From an optimization exercise on the open Yosys and OpenROAD flow, aimed at small area and few clock cycles; shortcuts taken in it are not production practice. Function was checked by simulation only, so behaviour that the tests miss may differ from the original.

==> inputs of run D <==
==> flow/design.v (excerpt) <==
module mec_core (
    input  wire        CLK,
    input  wire        RST,
    input  wire        CMD_VALID,
    output wire        CMD_READY,
    input  wire [15:0] CMD,
    input  wire [63:0] A_VAL,
    input  wire [6:0]  A_LEN,
    input  wire [63:0] B_VAL,
    input  wire [6:0]  B_LEN,
    input  wire [31:0] S0,
    input  wire [31:0] S1,
    input  wire [63:0] BIN,
    output wire [63:0] R_VAL,
    output wire [6:0]  R_LEN,
    output wire [63:0] Q_VAL,
    output wire [6:0]  Q_LEN,
    output wire [31:0] R_SCL,
    output wire [63:0] BOUT,
    output wire [31:0] STATUS
);
    localparam [3:0] OP_ENC   = 4'h1, OP_CLEN  = 4'h2, OP_DEC   = 4'h3,
                     OP_LEAD  = 4'h4, OP_EQ    = 4'h5, OP_CAT   = 4'h6,
                     OP_SPLIT = 4'h7, OP_ALIGN = 4'h8, OP_WRITE = 4'h9,
                     OP_READ  = 4'hA;
    localparam [2:0] C_OK = 3'd0, C_MALFORMED = 3'd1, C_NOSPACE = 3'd2,
                     C_CONTRACT = 3'd3, C_REJECTED = 3'd4;
    localparam [3:0] M_NO_MARKER = 4'd1, M_OVERRUN = 4'd2,
                     M_EMPTY_SOURCE = 4'd3, M_ZERO_COUNT = 4'd4;
    localparam [3:0] X_BAD_OPCODE = 4'd1, X_RESERVED_BITS = 4'd2,
                     X_BAD_LENGTH = 4'd3, X_ENC_RANGE = 4'd4,
  ...
==> flow/config.mk <==
export PLATFORM = sky130hd
export DESIGN_NAME = mec_core
export DESIGN_NICKNAME = mec_core
export VERILOG_FILES = /design/flow/design.v
export SDC_FILE = /design/flow/constraint.sdc
export NUM_CORES = 4
export LEC_CHECK = 0
export ABC_AREA = 1
export CAP_MARGIN = 10
export CORE_AREA = 2 2 318 318
export DIE_AREA = 0 0 320 320
export SLEW_MARGIN = 10
==> flow/constraint.sdc <==
create_clock -name core_clock -period 12.0 [get_ports {CLK}]
set_input_delay 2.4000 -clock core_clock [delete_from_list [all_inputs] [get_ports {CLK}]]
set_output_delay 2.4000 -clock core_clock [all_outputs]
set_load 0.01 [all_outputs]
standard.sh (not shown) runs the stock make flow with config.mk's settings and CLKGATE_MAP_FILE= SYNTH_SCRIPT=/design/flow/synth_recipe.tcl, a recipe that flattens the netlist after the stock synthesis.
==> flow/flow/run.sh <==
#!/bin/bash
# Layout flow: the standard ORFS flow, with two changes.
#  - The port buffers are the smallest buffer cell.
#  - Synthesis maps the logic with an area-oriented ABC script, and without
#    the full-adder extraction and fast-adder mapping passes. It is the
#    standard synthesis script otherwise, so the flip-flops come out the same;
#    this is checked against the standard synthesis, and the standard netlist
#    is used if they differ.
# Each tool's output goes to a log file in this folder.
set -euo pipefail
W=$(pwd)
F="$W/flow"
R="$W/orfs/results/sky130hd/mec_core/base"
export BUFFER_PORTS_ARGS="-buffer_cell sky130_fd_sc_hd__buf_1"

# reference: the standard synthesis
bash standard.sh synth > std_synth.log 2>&1
cp "$R/1_2_yosys.v" std_1_2_yosys.v

# own synthesis: the standard script with the abc step's script replaced
{
  head -n 1 synth_recipe.tcl
  echo 'proc abc {args} {'
  echo '  set i [lsearch -exact $args -script]'
  echo "  if { \$i >= 0 } { lset args [expr { \$i + 1 }] $F/area.abc }"
  echo '  yosys abc {*}$args'
  echo '}'
  tail -n +2 synth_recipe.tcl
} > own_synth.tcl
sed "s#SYNTH_SCRIPT=[^ ]*synth_recipe.tcl#SYNTH_SCRIPT=$W/own_synth.tcl ADDER_MAP_FILE= SYNTH_OPERATIONS_ARGS=-noshare#" standard.sh > own_standard.sh
rm -f "$R/1_2_yosys.v" "$R/1_2_yosys.sdc" "$R/1_synth.odb" "$R/1_synth.sdc"
bash own_standard.sh synth > own_synth.log 2>&1

flops() { grep -oE '^\s*sky130_fd_sc_hd__(dfxtp|edfxtp|dfrtp|dfstp|dfbbp|sdf[a-z]*|edf[a-z]*|df[a-z]*)_[0-9]+ +[^ ]+' "$1" | sed -E 's/_[0-9]+ +/ /' | sort; }
if ! cmp -s <(flops std_1_2_yosys.v) <(flops "$R/1_2_yosys.v") || [ "$(flops std_1_2_yosys.v | wc -l)" = 0 ]; then
  echo "flip-flops differ from the standard synthesis; using the standard netlist" > own_synth_fallback.log
  rm -f "$R/1_2_yosys.v" "$R/1_2_yosys.sdc" "$R/1_synth.odb" "$R/1_synth.sdc"
  bash standard.sh synth > std_synth2.log 2>&1
fi

bash own_standard.sh > own_flow.log 2>&1
==> flow/flow/area.abc <==
strash
&get -n
&st
&syn3
&synch2
&put
dch -f
amap
&get -n
&st
&syn3
&synch2
&put
dch -f
amap
topo
==> run R (differences from run D) <==
Settings changed: CORE_AREA 2 2 318 318 to unset, CORE_MARGIN set to 2, CORE_UTILIZATION set to 30, DIE_AREA 0 0 320 320 to unset.
==> run Z (differences from run D) <==
--- a/flow/design.v
+++ b/flow/design.v
@@ -80,11 +80,11 @@
     reg        busy;
     reg        fault;
     reg [3:0]  fcause;
     reg [2:0]  code;
     reg [3:0]  cause;
-    reg [63:0] d;
+    reg [63:0] d_n;         
     reg [6:0]  r_len;
     reg [6:0]  q_len;
     reg        m_wr;        
     reg        m_scl;       
     reg [3:0]  n_scl;       
@@ -326,11 +326,11 @@
         else
             rd_used <= c_end;
     end
     always @(posedge CLK) begin
         if (busy && done)
-            d <= d_next;
+            d_n <= ~d_next;
     end
     always @(posedge CLK) begin
         if (RST) begin
             busy   <= 1'b0;
             fault  <= 1'b0;
@@ -358,13 +358,15 @@
                 fault  <= 1'b1;
                 fcause <= n_cause;
             end
         end
     end
+    wire [63:0] d    = ~d_n;
     wire [63:0] d_rv = brev(d);
-    assign R_VAL = d    & tmask(r_len);
-    assign Q_VAL = d_rv & tmask(q_len);
+    wire [63:0] r_m  = tmask(r_len);
+    assign R_VAL = d    & r_m;
+    assign Q_VAL = d_rv & ~brev(r_m) & {64{|q_len}};
     assign BOUT  = d_rv & {64{m_wr}};
     assign R_LEN = r_len;
     assign Q_LEN = q_len;
     assign R_SCL = (d[31:0] & {32{m_scl}}) | {28'd0, n_scl};
 endmodule
Settings changed: CORE_AREA 2 2 318 318 to 2 2 283 283, CTS_CLUSTER_DIAMETER set to 100, CTS_CLUSTER_SIZE set to 30, DIE_AREA 0 0 320 320 to 0 0 285 285.
==> results.toml <==
[place]
place_inst = 4821
finalWeightedCongestion = 1.09

[cells_and_area]
clock_area_frac = 0.0215

[status]
status = "no timing/DRC/antenna violations"

[drt]
avgViaCountPerCell = 6.30

[synthesis]
synthDistinctLibCells = 60
ys_seq_area_frac = 0.249

[global_routing]
grt_start_max_net_pins = 88
(the above is from run R)
==> results.toml <==
[place]
place_inst = 5049
finalWeightedCongestion = 1.07

[power_and_ir_drop]
power.leakage_uw = 0.00826

[global_routing]
grt-ovfl-total = 0
grt_start_max_net_pins = 78

[status]
status = "no timing/DRC/antenna violations"

[cells_and_area]
seq_share = 0.200

[synthesis]
synthDistinctLibCells = 55
(the above is from run Z)
==> results.toml <==
[status]
status = "no timing/DRC/antenna violations"

[place]
place_inst = 5158

[drt]
avgViaCountPerCell = 5.94

[cells_and_area]
clock_area_frac = 0.0219

[global_routing]
grt_start_max_net_pins = 88
(the above is from run D)
Testbench counts of run D, summed over its fixed seeds: cycles 25,591.
Testbench counts of run R, summed over its fixed seeds: cycles 25,591.
Testbench counts of run Z, summed over its fixed seeds: cycles 25,591.

separate check: timing with driven ports:
The results above use ideal ports. As a check the final layouts listed here were re-extracted and re-timed, cells and wires unchanged.
Step 1, drivers: a clkbuf_16 drives CLK and a buf_2 each remaining input, both assumed.
Step 2 moves the port delays by t, midway between the first and last clock arrival at a register: inputs arrive t later, outputs are due t later. That takes back most of the time a late clock gives input paths.
a / b / c = ideal / step 1 / step 2; a / b = the first two.
run	shift t [ns]	slack for setup (ns)	worst setup path after step 2	latest minus earliest clock arrival (ns)	worst slew at a driven data input, ns
run D	0.563	1.631 / 1.631 / 1.631	register to register	0.017 / 0.018	0.09
run R	0.580	2.081 / 2.081 / 2.081	register to register	0.026 / 0.026	0.13
run Z	0.569	1.480 / 1.522 / 0.953	input to register	0.034 / 0.034	0.10
After both steps setup and hold are still met in every run listed. The setup slack of run Z, which loses most, moves by +0.042 ns with the drivers and by -0.527 ns with both steps.
